Source: an optimization exercise on an open RTL-to-GDS flow (aim: a short achievable clock period and few clock cycles per item). Production flows keep margins and buffers that such runs may drop. The RTL was checked by simulation tests, not by an equivalence proof against the original design. No run shown here takes its clock network from TritonCTS; it comes from the design's own scripts or RTL. The flow treats the clock pin as an ideal source. Dropping or thinning the clock tree relies on that and would not hold on a real chip. No activity file was given, so power comes from the tool's default toggle rates.

## flow/design.v (module list and top-level ports; edited modules follow where they fit)
// module ook_encoder: 953 lines
// module ook_decoder: 7456 lines
// module fht8v_ook_codec: 34 lines
module fht8v_ook_codec (
  input  wire        clk,
  input  wire        rst,
  input  wire        enc_in_valid,
  output wire        enc_in_ready,
  input  wire [47:0] enc_in_msg,
  output wire        enc_out_valid,
  input  wire        enc_out_ready,
  output wire [7:0]  enc_out_byte,
  output wire        enc_out_last,
  input  wire        dec_in_valid,
  output wire        dec_in_ready,
  input  wire [7:0]  dec_in_byte,
  input  wire        dec_in_last,
  input  wire        dec_in_strict,
  output wire        dec_out_valid,
  input  wire        dec_out_ready,
  output wire [47:0] dec_out_msg,
  output wire [1:0]  dec_out_err
);
  // ...
==> flow/flow/run.sh <==
#!/bin/bash
set -euo pipefail
export PRE_CTS_TCL="$PWD/flow/mytree.tcl"
export MT_GROUP=24
export MT_ROOTS=4
bash standard.sh > standard_flow.log 2>&1
==> flow/flow/mytree.tcl <==
rename clock_tree_synthesis __triton_cts
proc mt_split {items ngroups} {
  # split items ({iterm x y}) into ngroups groups of about equal size by
  # cutting at the median of the longer side, recursively
  if {$ngroups <= 1} { return [list $items] }
  set xs [lmap i $items {lindex $i 1}]
  set ys [lmap i $items {lindex $i 2}]
  set dx [expr {[tcl::mathfunc::max {*}$xs] - [tcl::mathfunc::min {*}$xs]}]
  set dy [expr {[tcl::mathfunc::max {*}$ys] - [tcl::mathfunc::min {*}$ys]}]
  set idx [expr {$dx >= $dy ? 1 : 2}]
  set sorted [lsort -integer -index $idx $items]
  set n [llength $sorted]
  set left [expr {$ngroups / 2}]
  set cut [expr {int(round(double($n) * $left / $ngroups))}]
  return [concat [mt_split [lrange $sorted 0 [expr {$cut - 1}]] $left] \
                 [mt_split [lrange $sorted $cut end] [expr {$ngroups - $left}]]]
}
proc mt_center {items} {
  set sx 0; set sy 0
  foreach s $items { set sx [expr {$sx + [lindex $s 1]}]; set sy [expr {$sy + [lindex $s 2]}] }
  set n [llength $items]
  return [list [expr {int($sx / $n)}] [expr {int($sy / $n)}]]
}
proc mt_buf {block master name innet outnet x y} {
  set inst [odb::dbInst_create $block $master $name]
  [$inst findITerm A] connect $innet
  [$inst findITerm X] connect $outnet
  $inst setLocation $x $y
  $inst setPlacementStatus PLACED
  return $inst
}
proc clock_tree_synthesis {args} {
  set gmax $::env(MT_GROUP)
  set nroots $::env(MT_ROOTS)
  set block [ord::get_db_block]
  set db [ord::get_db]
  set master [$db findMaster sky130_fd_sc_hd__clkbuf_16]
  set clk [$block findNet clk]
  set items {}
  foreach it [$clk getITerms] {
    set bb [[$it getInst] getBBox]
    lappend items [list $it [expr {([$bb xMin] + [$bb xMax]) / 2}] [expr {([$bb yMin] + [$bb yMax]) / 2}]]
  }
  set n [llength $items]
  set nleaves [expr {int(ceil(double($n) / $gmax))}]
  # leaves per root, rounded up to a whole number per root
  set per [expr {int(ceil(double($nleaves) / $nroots))}]
  set nleaves [expr {$per * $nroots}]
  set regions [mt_split $items $nroots]
  puts "mytree: $n sinks, $nroots roots, $per leaves per root"
  set li 0
  set ri 0
  foreach reg $regions {
    set rnet [odb::dbNet_create $block clknet_root_$ri]
    $rnet setSigType CLOCK
    set groups [mt_split $reg $per]
    set leafpos {}
    foreach g $groups {
      set net [odb::dbNet_create $block clknet_leaf_$li]
      $net setSigType CLOCK
      foreach s $g {
        set it [lindex $s 0]
        $it disconnect
        $it connect $net
      }
      lassign [mt_center $g] gx gy
      mt_buf $block $master cts_leaf_$li $rnet $net $gx $gy
      lappend leafpos [list {} $gx $gy]
      puts "mytree: root $ri leaf $li: [llength $g] sinks at [expr {$gx / 1000.0}] [expr {$gy / 1000.0}]"
      incr li
    }
    lassign [mt_center $leafpos] rx ry
    mt_buf $block $master cts_root_$ri $clk $rnet $rx $ry
    incr ri
  }
  $clk setSigType CLOCK
  set_propagated_clock [all_clocks]
}
==> flow/standard.sh <==
#!/bin/bash
# synth_recipe.tcl (not shown) runs the flow's synth.tcl, then flattens the netlist and writes it again
# the make line also repeats each setting of config.mk as NAME=value (left out here)
make -C /OpenROAD-flow-scripts/flow DESIGN_CONFIG=/design/flow/config.mk WORK_HOME=/design/flow/orfs CLKGATE_MAP_FILE= SYNTH_SCRIPT=/design/flow/synth_recipe.tcl "${@:-finish}"
==> flow/config.mk <==
export PLATFORM = sky130hd
export DESIGN_NAME = fht8v_ook_codec
export DESIGN_NICKNAME = fht8v_ook_codec
export VERILOG_FILES = /design/flow/design.v
export SDC_FILE = /design/flow/constraint.sdc
export NUM_CORES = 4
export LEC_CHECK = 0
export ABC_CLOCK_PERIOD_IN_PS = 1500
export CAP_MARGIN = 20
export CORE_MARGIN = 2
export CORE_UTILIZATION = 65
export CTS_BUF_LIST = sky130_fd_sc_hd__clkbuf_16 sky130_fd_sc_hd__clkbuf_8
export CTS_CLUSTER_DIAMETER = 60
export CTS_CLUSTER_SIZE = 24
export SETUP_SLACK_MARGIN = 3.3
export SLEW_MARGIN = 20
==> flow/constraint.sdc <==
create_clock -name core_clock -period 5.0 [get_ports {clk}]
set_input_delay 1.0000 -clock core_clock [delete_from_list [all_inputs] [get_ports {clk}]]
set_output_delay 1.0000 -clock core_clock [all_outputs]
set_load 0.01 [all_outputs]
==> impl_results.md, run 1 <==
* Status: finished clean
* Final setup skew at 0.009842 ns
* CP endpoint: u_dec.rmsg[43]
* Met2 wire len at approximately 25,000 um
* Non-CTS inverters at 23
* Post-synthesis async set-or-reset flop share at 0%
* Critical path buffer and inverter count at 5
* Final nets at roughly 2,200
* Main synth FF type: edfxtp_1
* Clk slew on worst S/H paths at 0.09 ns
* CP delay by family, top: buffers and inverters
* Synth area leader: edfxtp_1
* Fin util at 79.81%
* DRC violations left at 0
* DR WL/cell at 19.73 um
* Synthesized area per cell at between 10 and 15 um^2
* CP peak stage delay at 0.27 ns
* Largest net degree at the start of global routing at 107
* Die area at 34,930 um^2
* Post-place setup slack at 2.037 ns
* RSZ-0062 raised after global routing: yes
* WHS Endpoint: u_dec.d3e[0]
* Combinational share of power at 11.0%
* Fraction of area in multi-input gates at 33.08%
* #MultiIn Comb at 1,281
* Initial Util at 66.50%
* Pwr top: registers
* Seq Cell Count at 526
* Maximum clock frequency at 529.6 MHz
* NetSw at 1.863 mW
* Commonest non-fill, non-tap cell in the layout: nand2_1
* Met3 usage at about 2.5%
* Max cap viols at 0
* Antenna Violating Nets Remaining at 0
* Power in the clock group at 2.24 mW
* Power after layout at about 8 mW
Testbench counts, summed over its fixed seeds: cycles 33,894, items 768.
==> inputs of run 2 (changes only) <==
--- a/flow/config.mk
+++ b/flow/config.mk
@@ -8,7 +8,7 @@
 export ABC_CLOCK_PERIOD_IN_PS = 1500
 export CAP_MARGIN = 20
 export CORE_MARGIN = 2
-export CORE_UTILIZATION = 65
+export CORE_UTILIZATION = 72
 export CTS_BUF_LIST = sky130_fd_sc_hd__clkbuf_16 sky130_fd_sc_hd__clkbuf_8
 export CTS_CLUSTER_DIAMETER = 60
 export CTS_CLUSTER_SIZE = 24
==> run 2 against run 1 <==
Effect of this change:
- via count is 7.2% higher
- hold slack better by 0.0075 ns
- clock skew up 0.033 ns
- critical endpoint is now dec_out_msg[10]
- still clean
- highest routed layer unchanged
- clock power increased by 2%
- critical path depth fell by 6
- power grew 1.3%
==> impl_results.md, run 2 <==
* Die area at 31,610 um^2 (-9.5%)
* Post-synthesis cell type count at 73
* Status: finished clean
* Peak supply drop at approximately 0.27 mV
* Storage element area at 13,350 um^2
* Most common cell in the netlist: nand2_1
* Final nets at 2,178 (-0.046%)
* Clk slew on worst S/H paths at 0.10 ns (about the same)
* First-pass GRT wire length at 80,450 um
* Reg2Reg Launch Point: u_dec.d4d1
* Mapped Cells at 1,960
* Ratio of cells with drive above 1 in the final layout at 24.79%
* Main synth FF type: edfxtp_1
* Via-per-instance ratio at between 6 and 7
* Power after layout at 8.132 mW (+1.3%)
* Die width at around 180 um
* DRC violations left at 0 (unchanged)
* Core area at approximately 30,000 um^2
* Reg2Reg Capture Point: u_dec.qmsg[1][25]
* Reg2reg path depth at 4
* Uppermost layer routed: met4
* WP depth at 1
* Max cap viols at 0 (unchanged)
* CP max FO at 2
* CP peak stage delay at 0.37 ns (+0.10 ns)
* Initial antenna violation count at 0
* Synth area leader: edfxtp_1
* Synth Cell Area at 21,750 um^2
* Maximum clock frequency at 529.1 MHz (about the same)
* Initial Util at 73.18% (+6.7 points)
* DR WL/cell at 23.34 um (+18%)
* Worst-Skew Late Latency at 0.37 ns
* Most frequent cells in the layout: nand2_1 (280), edfxtp_1 (265), nor2_1 (204)
* Die Y-Extent at 177.8 um
* Synthesis-to-finish area growth at 20.39%
* Fin crit period at around 1.9 ns
* Final Hold Vio Count at 0
* CP required at 4.00 ns
* Synth area leaders: edfxtp_1 (37%), dfxtp_1 (24%), mux2i_1 (6.7%)
* Starting DRT DRC Count at 1,890
* Commonest non-fill, non-tap cell in the layout: nand2_1
* Hold Startpoint: u_dec.d3e[1]
* Slew Limit Fails at 0
* Met3 wire len at 4696 um
* Multi-input combinational cell area at 8701 um^2
* Syn Nets at 2,030
* Crit path launch type: flip-flop
* WHS Endpoint: u_dec.d4e[1]
* Yosys Warn Count at 2
* Fill cells at 1,328
* Max FFs per register at between 90 and 100
* Antenna Violating Nets Remaining at 0 (unchanged)
* DR vias at about 17,000
* # diodes at 0
* Top reg by flops: u_dec.qmsg
* Leak Pwr at 9.220 nW
* Largest net degree at the start of global routing at 60 (-44%)
* Top Registers: u_dec.qmsg: 96 flops, u_enc.vbody: 53 flops, u_enc.body: 51 flops
* CTS Hold Buffers Added at 0
* Total Routed Length at approximately 60,000 um
* Final setup skew at 0.04288 ns (+0.03304 ns)
* Row count at 63
* Met1 wire length at 21,610 um
* Vias in the first global route at 15,382
* Met2 wire len at 29,070 um (+16%)
* Slowest cell on the critical path: dfxtp_2
* Kind of critical path: reg -> out
* Worst slew pin tran at 1.041 ns
* Setup crit end kind: primary output
* RSZ-0062 raised after global routing: yes
* Critical path buffer and inverter count at 1 (-4)
* Fin util at 88.10% (+8.3 points)
* Synth Register Bits at about 530
* Setup slack, reg-to-reg at roughly 3.2 ns
* Final TNS setup at 0 ns
* Grt ovf at 0
* Dpl hpwl at 26,330 um
* Post-synth top area share at approximately 37%
* GRT Total Usage at between 30% and 40%
* Detailed Routing Iterations Pass 1 at 9
* Worst Path Arrival at 0.89 ns
* Critical path cell sequence: buf_6
* Gpl congestion at 0.8755
* Final Setup Violations at 0
* Post-synth EDFFs at ~270
* Synthesized area per cell at 11.09 um^2 (unchanged)
* Fin crit share at 37.80%
* # IOs at 127
* Sequential share of the synthesized area at 60.62%
* Post-synthesis async set-or-reset flop share at 0% (unchanged)
* CP delay by family, top: flip-flops
* PD cells at 310.6 nW/um^2
* Post-synth top cells: nand2_1 (282), edfxtp_1 (265), dfxtp_1 (261)
* Buffers on Ports at approximately 130
* Worst hold path depth at 0
* Worst hold path type: reg -> reg
* Rel. slew slack at 30.47%
[run 2: cell counts after synthesis]
Identical to the previous run, type by type.
[run 2: power by group]
part           total (mW)  switching [mW]  internal [mW]
clock                2.29            1.28           1.01
sequential           4.90           0.164           4.74
combinational       0.938           0.517          0.421
[run 2: kinds of logic after synthesis]
logic type / share of synthesized area (%)
XOR/XNOR: 1.968
flip-flops: 60.62
AO/OA/AOI/OAI: 10.12
adder cells (fa/ha/maj): 0.3452
multiplexers: 9.781
buffers and inverters: 3.596
AND/OR/NAND/NOR: 13.57
[run 2: final cells by class]
type | count | share of cell area (%)
flip-flops and latches | 526 | 50.98
multi-input cells | 1280 | 33.23
repair buffers | 248 | 10.82
plain buffers | 28 | 2.676
well taps | 390 | 1.864
inverters | 23 | 0.3919
repair inverters | 1 | 0.03345
[run 2: repair_timing]
action                                  4_1_cts  5_1_grt
gates cloned                                 19        6
endpoints found under the setup margin      493      284
pin swaps                                    13       21
gates resized for setup                     477       88
setup buffers                                55       36
[run 2: worst max-delay path by stage]
stage / start / to / slack (ns)
finish: u_dec.rmsg[10] / dec_out_msg[10] / 3.11
global route: dec_out_ready / u_dec.rmsg[18] / 3.11
CTS: u_dec.rmsg[2] / dec_out_msg[2] / 3.15
detailed placement: u_enc.sv / u_enc.vbody[19] / 2.25
global placement: u_enc.sv / u_enc.vbody[23] / 2.37
floorplan: enc_out_ready / u_enc.sb[0] / 2.98
[run 2: stage by stage]
step / worst slack, ns / hold WS [ns] / std cells / area, um^2
global route: 3.111 / 0.3410 / 2496 / 26180
CTS: 3.152 / 0.3362 / 2454 / 25370
global placement: 2.370 / 0.3108 / 2352 / 23390
detailed placement: 2.252 / 0.3171 / 2352 / 23390
finish: 3.110 / 0.3337 / 2496 / 26180
floorplan: 2.984 / 0.3096 / 1960 / 22420
[run 2: worst register-to-register path: cells and delay by family, from the launching register on]
family | cells | cell delay (ns)
buffers and inverters | 1 | 0.21
flip-flops | 1 | 0.47
multiplexers | 3 | 0.92
[run 2: layer usage]
metal  track usage (%)  vias up
li1                  -     7273
met5                 0        -
met3             3.192      223
met2             56.91     1033
met4             9.460        0
met1             40.82     7973
==> inputs of run 3 (changes only) <==
--- a/flow/config.mk
+++ b/flow/config.mk
@@ -8,7 +8,7 @@
 export ABC_CLOCK_PERIOD_IN_PS = 1500
 export CAP_MARGIN = 20
 export CORE_MARGIN = 2
-export CORE_UTILIZATION = 72
+export CORE_UTILIZATION = 55
 export CTS_BUF_LIST = sky130_fd_sc_hd__clkbuf_16 sky130_fd_sc_hd__clkbuf_8
 export CTS_CLUSTER_DIAMETER = 60
 export CTS_CLUSTER_SIZE = 24
==> run 3 against run 2 <==
Effect of this change:
- via count down 10%
- utilization down 22 points
- largest power group unchanged
- sequential power about the same
- final area is 1.6% lower
- combinational power fell by 7.5%
- cell count increased by 4.3%
- maximum frequency rose by 3.1%
- sequential cell count did not move
==> impl_results.md, run 3 <==
* Setup slack, reg-to-reg at 3.33 ns (+0.18 ns)
* Kind of critical path: reg -> out
* Die width at 202.8 um (+14%)
* Worst slew pin tran at 1.031 ns (-0.01055 ns)
* Crit path launch type: flip-flop
* Final Hold Vio Count at 0 (unchanged)
* Grt ovf at 0 (unchanged)
* Critical path cell sequence: buf_6
* Top reg by flops: u_dec.qmsg
* PD cells at 310.7 nW/um^2 (about the same)
* Final TNS setup at 0 ns (unchanged)
* Max FFs per register at 96 (unchanged)
* Post-synthesis cell type count at 73 (unchanged)
* Status: finished clean
* Final setup skew at 0.01199 ns (-0.03089 ns)
* Post-synth EDFFs at 265 (unchanged)
* CP delay by family, top: flip-flops
* Reg2Reg Launch Point: u_dec.d4d1
* Maximum clock frequency at 545.6 MHz (+3.1%)
* Worst hold path type: reg -> reg
* # IOs at 127 (unchanged)
* Initial Util at 56.01% (-17 points)
* DRC violations left at 0 (unchanged)
* Via-per-instance ratio at 5.679 (-14%)
* Synthesis-to-finish area growth at 18.43%
* Largest net degree at the start of global routing at 79 (+32%)
* Final Cell Area at 25,750 um^2 (-1.6%)
* CP max FO at 2 (unchanged)
* DR vias at 14,788 (-10%)
* Post-synthesis async set-or-reset flop share at 0% (unchanged)
* Reg2reg path depth at 5 (+1)
* Worst Path Arrival at 0.83 ns (-0.06 ns)
* Worst-Skew Late Latency at 0.35 ns (-0.02 ns)
* Fin crit share at 36.66% (-1.1 points)
* RSZ-0062 raised after global routing: yes
* CP required at 4.00 ns (about the same)
* Mapped Cells at 1,960 (unchanged)
* Starting DRT DRC Count at 909 (-52%)
* Synth Register Bits at 526 (unchanged)
* Sequential share of the synthesized area at 60.62% (unchanged)
* Placed Area at 23,590 um^2 (+0.85%)
* WHS Endpoint: u_dec.d3s
* Clk slew on worst S/H paths at 0.09 ns (about the same)
* Total Routed Length at 46,020 um (-21%)
* Placed cell count at 2,480 (+5.4%)
* Reg2Reg Capture Point: u_dec.qmsg[1][39]
* Gpl congestion at 0.8530 (-2.6%)
* Vias in the first global route at 14,254 (-7.3%)
* Syn Nets at 2,030 (unchanged)
* Main synth FF type: edfxtp_1
* Detailed Routing Iterations Pass 1 at 5 (-4)
* DR WL/cell at 17.67 um (-24%)
* # diodes at 0 (unchanged)
* Slew Limit Fails at 0 (unchanged)
* Most frequent cells in the layout: nand2_1 (279), edfxtp_1 (265), nor2_1 (203)
* Core area at 38,830 um^2 (+31%)
* Fill cells at 3,009 (+130%)
* Slowest cell on the critical path: dfxtp_4
* Hold Startpoint: u_dec.d2s
* First-pass GRT wire length at 74,150 um (-7.8%)
* Synthesized area per cell at 11.09 um^2 (unchanged)
* Yosys Warn Count at 2 (unchanged)
* Antenna Violating Nets Remaining at 0 (unchanged)
* Critical path buffer and inverter count at 1 (unchanged)
* Fin crit period at 1.833 ns (-0.05700 ns)
* Max cap viols at 0 (unchanged)
* CP peak stage delay at 0.37 ns (about the same)
* Peak supply drop at 0.2532 mV (-5.3%)
* Top Registers: u_dec.qmsg: 96 flops, u_enc.vbody: 53 flops, u_enc.body: 51 flops
* Final nets at 2,158 (-0.92%)
* Most common cell in the netlist: nand2_1
* Power after layout at 8.003 mW (-1.6%)
* Setup crit end kind: primary output
* Commonest non-fill, non-tap cell in the layout: nand2_1
* Storage element area at 13,340 um^2 (about the same)
* Multi-input combinational cell area at 8516 um^2 (-2.1%)
* Row count at 72 (+14%)
* Worst hold path depth at 0 (unchanged)
* Die area at 41,140 um^2 (+30%)
* Post-synth top cells: nand2_1 (282), edfxtp_1 (265), dfxtp_1 (261)
* Dpl hpwl at 26,360 um (+0.13%)
* Synth Cell Area at 21,750 um^2 (unchanged)
* Rel. slew slack at 31.28% (+0.80 points)
* GRT Total Usage at 21.76% (-10 points)
* Final Setup Violations at 0 (unchanged)
* Buffers on Ports at 126 (unchanged)
* Post-synth top area share at 36.59% (unchanged)
* Initial antenna violation count at 0 (unchanged)
* Synth area leader: edfxtp_1
* Leak Pwr at 8.980 nW (-2.6%)
* Die Y-Extent at 202.8 um (+14%)
* Ratio of cells with drive above 1 in the final layout at 23.59% (-1.2 points)
* Synth area leaders: edfxtp_1 (37%), dfxtp_1 (24%), mux2i_1 (6.7%)
* Fin cells at 2,604 (+4.3%)
==> run 3: cell counts after synthesis <==
No cell type changed its count.
==> run 3: worst max path at each step <==
stage,start,end,cells after the start
after floorplan,enc_out_ready,u_enc.sb[0],4
after global placement,dec_out_ready,u_dec.rmsg[9],5
after detailed placement,dec_out_ready,u_dec.rmsg[46],5
after CTS,u_dec.rmsg[5],dec_out_msg[5],1
after global routing,u_enc.in_rdy,enc_in_ready,1
final,u_dec.rmsg[0],dec_out_msg[0],1
==> run 3: where the power goes <==
group	switching [mW]	internal (mW)	total, mW	leakage [nW]
Sequential	0.157	4.74	4.90	4.49
Combinational	0.460	0.408	0.868	4.15
Clock	1.23	1.01	2.24	0.345
==> run 3: routing by layer <==
layer | routed length, um | GRT usage (%)
met4 | 817 | 3.624
met5 | 0 | 0
met3 | 1742 | 1.653
met1 | 20920 | 30.31
met2 | 22550 | 38.03
==> run 3: logic make-up after synthesis <==
| kind of cell | Yosys count | share of synthesized area [%] |
|---|---|---|
| XOR/XNOR | 48 | 1.968 |
| AO/OA/AOI/OAI | 337 | 10.12 |
| multiplexers | 203 | 9.781 |
| adder cells (fa/ha/maj) | 6 | 0.3452 |
| flip-flops | 526 | 60.62 |
| AND/OR/NAND/NOR | 678 | 13.57 |
| buffers and inverters | 162 | 3.596 |
==> run 3: layout make-up <==
class | instances | area share [%]
flip-flops and latches | 526 | 51.78
multi-input cells | 1279 | 33.07
repair buffers | 229 | 9.484
plain buffers | 28 | 2.721
well taps | 518 | 2.517
inverters | 23 | 0.3984
repair inverters | 1 | 0.03401
==> run 3: through the flow <==
stage	utilization (%)	hold slack, ns	setup slack, ns
floorplan	-	0.3096	2.984
global placement	60.75	0.3097	2.259
detailed placement	60.75	0.3146	2.197
CTS	65.53	0.3343	3.154
global route	66.33	0.3389	3.141
finish	66.33	0.3317	3.167
==> run 3: what timing repair did <==
item                       in CTS  in global routing
buffers inserted               67                 14
hold endpoints to repair        0                  0
setup endpoints to repair     487                158
gates cloned                   13                  2
resized for setup             462                 40
pin swaps                       9                  9
hold buffers                    0                  0
==> inputs of run 4 (changes only) <==
==> flow/flow/run.sh (replaced) <==
#!/bin/bash
set -euo pipefail
export PRE_CTS_TCL="$PWD/flow/mytree.tcl"
export MT_GROUP=24
export MT_ROOTS=4
export MT_BUF=sky130_fd_sc_hd__buf_12
bash standard.sh > standard_flow.log 2>&1
--- a/flow/flow/mytree.tcl
+++ b/flow/flow/mytree.tcl
@@ -34,7 +34,7 @@
   set nroots $::env(MT_ROOTS)
   set block [ord::get_db_block]
   set db [ord::get_db]
-  set master [$db findMaster sky130_fd_sc_hd__clkbuf_16]
+  set master [$db findMaster $::env(MT_BUF)]
   set clk [$block findNet clk]
   set items {}
   foreach it [$clk getITerms] {
==> run 4 against run 3 <==
Effect of this change:
- combinational power is 0.6% higher
- clock skew rose by 0.0043 ns
- die area unchanged
==> impl_results.md, run 4 <==
* Main synth FF type: edfxtp_1
* Die area at 41,140 um^2 (unchanged)
* DR vias at 14,799 (+0.074%)
* Kind of critical path: in -> reg
* Post-synthesis async set-or-reset flop share at 0% (unchanged)
* Internal power at 6.043 mW (-1.8%)
* Mapped Cells at 1,960 (unchanged)
* CP max FO at 5 (+3)
* Worst-Skew Late Latency at 0.31 ns (-0.04 ns)
* First-pass GRT wire length at 75,680 um (+2.1%)
* Total Routed Length at 47,220 um (+2.6%)
* Most frequent cells in the layout: nand2_1 (281), edfxtp_1 (265), nor2_1 (202)
* Clk pwr share at 27.1% (-0.9 points)
* Yosys Warn Count at 2 (unchanged)
* Peak supply drop at 0.2647 mV (+4.6%)
* CTS Hold Buffers Added at 0 (unchanged)
* DR WL/cell at 18.07 um (+2.2%)
* Placed cell count at 2,480 (unchanged)
* Hold Startpoint: u_dec.d2s
* Max cap viols at 0 (unchanged)
* Worst hold path depth at 0 (unchanged)
* Starting DRT DRC Count at 868 (-4.5%)
* Mux contribution to synthesized area at 9.781% (unchanged)
* Initial Util at 56.01% (unchanged)
* Ratio of cells with drive above 1 in the final layout at 23.96% (+0.38 points)
* Gpl congestion at 0.8530 (unchanged)
* Reg2reg path depth at 5 (unchanged)
* GRT Total Usage at 22.34% (+0.58 points)
* Post-synthesis cell type count at 73 (unchanged)
* # diodes at 0 (unchanged)
* Worst hold path type: reg -> reg
* Row count at 72 (unchanged)
* Syn Nets at 2,030 (unchanged)
* Combinational share of power at 11.0% (+0.2 points)
* Worst path most repeated cell: buf_12
* Synth Register Bits at 526 (unchanged)
* Critical path buffer and inverter count at 4 (+3)
* PD cells at 305.0 nW/um^2 (-1.9%)
* Buffers on Ports at 126 (unchanged)
* Vias in the first global route at 14,342 (+0.62%)
* Fin crit period at 1.820 ns (-0.01285 ns)
* Setup crit end kind: flip-flop
* Maximum clock frequency at 549.4 MHz (+0.71%)
* # IOs at 127 (unchanged)
* Dpl hpwl at 26,360 um (unchanged)
* Synth Area in XOR/XNOR at 1.968% (unchanged)
* Worst slew pin tran at 1.035 ns (+0.004582 ns)
* Reg2Reg Launch Point: u_dec.d4d1
* Commonest non-fill, non-tap cell in the layout: nand2_1
* Fin crit share at 36.40% (-0.26 points)
* Rel. slew slack at 30.97% (-0.31 points)
* Fin cells at 2,613 (+0.35%)
* NetSw at 1.879 mW (+1.8%)
* Top Registers: u_dec.qmsg: 96 flops, u_enc.vbody: 53 flops, u_enc.body: 51 flops
* DRC violations left at 0 (unchanged)
* Leak Pwr at 9.053 nW (+0.81%)
* Power after layout at 7.922 mW (-1.0%)
* Final hold slack at 0.3321 ns (+0.0003460 ns)
* Simple-Gate Fraction of Synth Area at 13.57% (unchanged)
* Switching share of power at 23.72% (+0.64 points)
* Sequential share of the synthesized area at 60.62% (unchanged)
* Final Setup Violations at 0 (unchanged)
* CP peak stage delay at 0.26 ns (-0.11 ns)
* Synth area leader: edfxtp_1
* Critical path cell sequence: buf_8, or2_4, buf_12, buf_12, buf_16, a211oi_4
* Die Y-Extent at 202.8 um (unchanged)
* Synth area leaders: edfxtp_1 (37%), dfxtp_1 (24%), mux2i_1 (6.7%)
* Core area at 38,830 um^2 (unchanged)
* Final TNS setup at 0 ns (unchanged)
* Slowest cell on the critical path: or2_4
* Final nets at 2,167 (+0.42%)
* Setup slack, reg-to-reg at 3.29 ns (-0.04 ns)
* Via-per-instance ratio at 5.664 (-0.27%)
* Synthesized area per cell at 11.09 um^2 (unchanged)
* Post-synth top area share at 36.59% (unchanged)
* Grt ovf at 0 (unchanged)
* Synthesis-to-finish area growth at 19.45%
* Synth Cell Area at 21,750 um^2 (unchanged)
* Post-synth top cells: nand2_1 (282), edfxtp_1 (265), dfxtp_1 (261)
* Final setup skew at 0.01634 ns (+0.004347 ns)
* Largest net degree at the start of global routing at 79 (unchanged)
* Max FFs per register at 96 (unchanged)
* Reg2Reg Capture Point: u_dec.qmsg[0][39]
* Flop pwr share at 61.9% (+0.7 points)
* CP delay by family, top: buffers and inverters
* Post-synth EDFFs at 265 (unchanged)
* Detailed Routing Iterations Pass 1 at 5 (unchanged)
* Largest family of logic cells by synthesized area: simple AND/OR/NAND/NOR gates
* Final Hold Vio Count at 0 (unchanged)
* WHS Endpoint: u_dec.d3s
* Die width at 202.8 um (unchanged)
* Worst Path Arrival at 2.04 ns (+1.21 ns)
* Complex-gate fraction of the synthesized area at 10.12% (unchanged)
* Clk slew on worst S/H paths at 0.09 ns (about the same)
* Most common cell in the netlist: nand2_1
* Slew Limit Fails at 0 (unchanged)
* Post-Synth Adder-Cell Area at 0.3452% (unchanged)
* Status: finished clean
* Top reg by flops: u_dec.qmsg
* Crit path launch type: primary input
* CP required at 5.22 ns (+1.22 ns)
* RSZ-0062 raised after global routing: yes
* Initial antenna violation count at 0 (unchanged)
* Antenna Violating Nets Remaining at 0 (unchanged)
* Fin util at 66.90% (+0.57 points)
==> run 4: changes by cell type in the layout (fill, tap and decap cells not counted), sizes merged <==
| cell | delta |
|---|---|
| dlygate4sd2 | -1 |
| clkbuf | -27 |
| buf | +36 |
| clkdlybuf4s15 | +1 |
==> run 4: kinds of logic (layout without fill, tap and decap cells) <==
logic type / after synthesis / in the layout
xor+xnor: 48 / 48
buf+inv: 162 / 290
compound gates: 337 / 337
fa+ha+maj: 6 / 6
mux: 203 / 206
simple gates: 678 / 682
flops: 526 / 526
==> run 4: how the worst max path moves through the flow <==
stage | slack [ns] | cells past startpoint | startpoint | to
finish | 3.18 | 6 | dec_out_ready | u_dec.rmsg[21]
global route | 3.18 | 1 | u_enc.in_rdy | enc_in_ready
CTS | 3.19 | 7 | dec_out_ready | u_dec.rmsg[28]
detailed placement | 2.20 | 5 | dec_out_ready | u_dec.rmsg[46]
global placement | 2.26 | 5 | dec_out_ready | u_dec.rmsg[9]
floorplan | 2.98 | 4 | enc_out_ready | u_enc.sb[0]
==> run 4: metal layers <==
layer / part of all wire, % / GRT usage [%] / vias to the layer above
li1: - / - / 7246
met1: 45 / 30.96 / 7169
met2: 49 / 39.08 / 322
met3: 3.9 / 1.782 / 62
met4: 2.2 / 3.858 / 0
met5: 0 / 0 / -
==> run 4: layout make-up <==
class	instances	area, um^2
repair inverters	1	8.758
flip-flops and latches	526	13340
repair buffers	238	2726
well taps	518	648.1
multi-input cells	1279	8591
fillers	2986	12850
inverters	23	102.6
plain buffers	28	560.5
==> run 4: what timing repair did <==
item / 4_1_cts / 5_1_grt
setup buffers: 67 / 15
setup endpoints to repair: 487 / 194
resized for setup: 483 / 48
pin swaps: 8 / 8
gates cloned: 20 / 3
==> run 4: through the flow <==
step	instance area [um^2]	worst slack, ns
after CTS	25590	3.186
after global routing	25970	3.180
after global placement	23590	2.259
after detailed placement	23590	2.197
after floorplan	22420	2.984
final	25970	3.180
==> run 4: power by group through the flow <==
| stage | combinational (mW) | clock, mW | sequential [mW] |
|---|---|---|---|
| 5_1_grt | 0.972 | 2.36 | 4.92 |
| 3_3_place_gp | 0.764 | 0 | 4.98 |
| 4_1_cts | 0.857 | 2.21 | 4.90 |
| 6_report | 0.873 | 2.15 | 4.90 |
| 3_5_place_dp | 0.783 | 0 | 4.98 |
| 2_1_floorplan | 0.592 | 0 | 4.93 |
==> inputs of run 5 (changes only) <==
--- a/flow/config.mk
+++ b/flow/config.mk
@@ -12,5 +12,5 @@
 export CTS_BUF_LIST = sky130_fd_sc_hd__clkbuf_16 sky130_fd_sc_hd__clkbuf_8
 export CTS_CLUSTER_DIAMETER = 60
 export CTS_CLUSTER_SIZE = 24
-export SETUP_SLACK_MARGIN = 3.3
+export SETUP_SLACK_MARGIN = 3.5
 export SLEW_MARGIN = 20
==> run 5 against run 4 <==
Effect of this change:
- cell count rose by 7.4%
- first-iteration DRC count rose by 77%
- synthesized cell count did not move
==> impl_results.md, run 5 <==
* Max FFs per register at 96 (unchanged)
* Peak supply drop at 0.2480 mV (-6.3%)
* Vias in the first global route at 16,005 (+12%)
* Simple-Gate Fraction of Synth Area at 13.57% (unchanged)
* CP max FO at 2 (-3)
* Most Crowded Layer GR: met2
* Die Y-Extent at 202.8 um (unchanged)
* Synthesis-to-finish area growth at 41.14%
* PD cells at 276.5 nW/um^2 (-9.3%)
* Synth area leader: edfxtp_1
* Worst hold path depth at 0 (unchanged)
* Placed cell count at 2,479 (-0.040%)
* Synth Area in XOR/XNOR at 1.968% (unchanged)
* Hold Startpoint: u_dec.d2e[0]
* CP required at 4.00 ns (-1.22 ns)
* Met3 usage at 1.862% (+0.080 points)
* Ratio of cells with drive above 1 in the final layout at 42.70% (+19 points)
* Synth Register Bits at 526 (unchanged)
* Mux contribution to synthesized area at 9.781% (unchanged)
* DRC violations left at 0 (unchanged)
* Largest net degree at the start of global routing at 58 (-27%)
* Maximum clock frequency at 556.8 MHz (+1.3%)
* Via-per-instance ratio at 5.986 (+5.7%)
* Final Cell Area at 30,690 um^2 (+18%)
* Top Registers: u_dec.qmsg: 96 flops, u_enc.vbody: 53 flops, u_enc.body: 51 flops
* # IOs at 127 (unchanged)
* Final hold slack at 0.3341 ns (+0.002039 ns)
* GRT Total Usage at 26.17% (+3.8 points)
* Post-synth top cells: nand2_1 (282), edfxtp_1 (265), dfxtp_1 (261)
* First-pass GRT wire length at 87,020 um (+15%)
* Multi-input combinational cell area at 10,890 um^2 (+27%)
* Final setup skew at 0.02174 ns (+0.005397 ns)
* Yosys Warn Count at 2 (unchanged)
* Worst slew pin tran at 0.7216 ns (-0.3139 ns)
* Largest family of logic cells by synthesized area: simple AND/OR/NAND/NOR gates
* Grt ovf at 0 (unchanged)
* Dpl hpwl at 25,370 um (-3.8%)
* DR WL/cell at 21.85 um (+21%)
* Die width at 202.8 um (unchanged)
* Final Hold Vio Count at 0 (unchanged)
* Sequential share of the synthesized area at 60.62% (unchanged)
* Initial antenna violation count at 0 (unchanged)
* Post-synth EDFFs at 265 (unchanged)
* Worst-Skew Late Latency at 0.32 ns (about the same)
* Synth area leaders: edfxtp_1 (37%), dfxtp_1 (24%), mux2i_1 (6.7%)
* Worst Path Arrival at 0.80 ns (-1.24 ns)
* Slew Limit Fails at 0 (unchanged)
* CP peak stage delay at 0.38 ns (+0.12 ns)
* CP delay by family, top: flip-flops
* Reg2reg path depth at 5 (unchanged)
* Max cap viols at 0 (unchanged)
* Antenna Violating Nets Remaining at 0 (unchanged)
* Clk slew on worst S/H paths at 0.10 ns (about the same)
* Top reg by flops: u_dec.qmsg
* Leak Pwr at 10.80 nW (+19%)
* Slowest cell on the critical path: dfxtp_2
* Core area at 38,830 um^2 (unchanged)
* Initial Util at 56.01% (unchanged)
* Most frequent cells in the layout: edfxtp_1 (265), nand2_1 (228), dfxtp_1 (163)
* Synthesized area per cell at 11.09 um^2 (unchanged)
* Post-route setup slack at 3.204 ns (+0.02416 ns)
* Fin crit share at 35.92% (-0.48 points)
* Detailed Routing Iterations Pass 1 at 7 (+2)
* Starting DRT DRC Count at 1,534 (+77%)
* Grt met2 use at 47.82% (+8.7 points)
* Setup crit end kind: primary output
* Post-synthesis cell type count at 73 (unchanged)
* RSZ-0062 raised after global routing: yes
* Buffers on Ports at 126 (unchanged)
* WHS Endpoint: u_dec.d3e[0]
* Critical path buffer and inverter count at 1 (-3)
* Final nets at 2,360 (+8.9%)
* Fill cells at 2,267 (-24%)
* Final Setup Violations at 0 (unchanged)
* Post-Synth Adder-Cell Area at 0.3452% (unchanged)
* Placed Area at 23,660 um^2 (+0.32%)
* Row count at 72 (unchanged)
* Fin cells at 2,806 (+7.4%)
* Most common cell in the netlist: nand2_1
* Main synth FF type: edfxtp_1
* Die area at 41,140 um^2 (unchanged)
* Reg2Reg Capture Point: u_dec.qmsg[1][11]
* Syn Nets at 2,030 (unchanged)
* Synth Cell Area at 21,750 um^2 (unchanged)
* Setup slack, reg-to-reg at 3.21 ns (-0.08 ns)
* Rel. slew slack at 51.90% (+21 points)
* Power after layout at 8.485 mW (+7.1%)
* Commonest non-fill, non-tap cell in the layout: edfxtp_1
* Post-synth top area share at 36.59% (unchanged)
* CTS Hold Buffers Added at 0 (unchanged)
* Critical path cell sequence: buf_6
* Reg2Reg Launch Point: u_dec.d4d1
* Crit path launch type: flip-flop
* DR vias at 16,797 (+14%)
* Status: finished clean
* Complex-gate fraction of the synthesized area at 10.12% (unchanged)
* Final TNS setup at 0 ns (unchanged)
* Kind of critical path: reg -> out
* # diodes at 0 (unchanged)
* Fin crit period at 1.796 ns (-0.02416 ns)
* Post-synthesis async set-or-reset flop share at 0% (unchanged)
* Mapped Cells at 1,960 (unchanged)
* Total Routed Length at 61,320 um (+30%)
* Post-place setup slack at 1.837 ns (-0.3593 ns)
* Fin util at 79.05% (+12 points)
* Gpl congestion at 0.8256 (-3.2%)
* M1 GR Usage at 34.34% (+3.4 points)
* Worst hold path type: reg -> reg
* Storage element area at 13,390 um^2 (+0.39%)
## run 5: cell counts after synthesis
No cell type changed its count.
## run 5: layout make-up
cell class	count	area share, %
flip-flops and latches	526	43.63
multi-input cells	1300	35.48
repair buffers	404	16.19
well taps	518	2.112
plain buffers	28	1.826
repair inverters	7	0.3873
inverters	23	0.3751
## run 5: power by group
group	total (mW)	switching (mW)	internal [mW]	leakage, nW
registers	4.92	0.179	4.74	4.50
clock network	2.16	1.28	0.885	0.263
logic	1.40	0.712	0.688	6.04
total	8.49	2.17	6.32	10.8
## run 5: how the worst max path moves through the flow
| stage | end | cells past startpoint | from |
|---|---|---|---|
| after floorplan | u_enc.sb[0] | 4 | enc_out_ready |
| after global placement | u_enc.vbody[28] | 6 | u_enc.sv |
| after detailed placement | u_enc.vbody[18] | 6 | u_enc.sv |
| after CTS | dec_out_msg[37] | 1 | u_dec.rmsg[37] |
| after global routing | dec_out_msg[43] | 1 | u_dec.rmsg[43] |
| final | dec_out_msg[43] | 1 | u_dec.rmsg[43] |
## run 5: timing repair
item / 4_1_cts / 5_1_grt
gates cloned: 54 / 15
pin swaps: 33 / 139
endpoints found under the setup margin: 581 / 512
gates resized for setup: 833 / 319
setup buffers: 156 / 74
## run 5: per-layer routing
metal	routed length, um	vias up
met2	32160	660
met4	1985	0
li1	-	7715
met5	0	-
met3	3109	157
met1	24070	8265
## run 5: cells by family (layout without fill, tap and decap cells)
group | Yosys count | after routing
adder cells (fa/ha/maj) | 6 | 6
AND/OR/NAND/NOR | 678 | 694
buffers and inverters | 162 | 462
AO/OA/AOI/OAI | 337 | 338
XOR/XNOR | 48 | 48
flip-flops | 526 | 526
multiplexers | 203 | 214

[afterwards: timing with drivers on the ports]
In the flow no input, the clock included, has a driving cell. The finished layouts below were timed again as built, in two steps.
Step 1, drivers: a clkbuf_16 drives clk and a buf_2 each remaining input, both assumed.
Step 2 times the ports against the registers' clock, not the clock port: input delays grow and output delays shrink by t, the midpoint of the rising clock arrivals with the driver on.
Slacks: ideal / step 1 / step 2; pairs: ideal / step 1.
run	t (ns)	setup WS [ns]	worst hold slack (ns)
run 1	0.459	3.112 / 3.037 / 2.735	0.326 / 0.326 / 0.326
run 2	0.465	3.110 / 2.995 / 2.724	0.334 / 0.334 / 0.334
run 3	0.451	3.167 / 3.054 / 2.902	0.332 / 0.332 / 0.332
run 4	0.416	3.180 / 3.090 / 2.841	0.332 / 0.332 / 0.332
run 5	0.428	3.204 / 3.081 / 2.873	0.334 / 0.334 / 0.334
After both steps setup and hold are still met in every run listed. The setup slack of run 2, which loses most, moves by -0.115 ns with the drivers and by -0.386 ns with both steps.
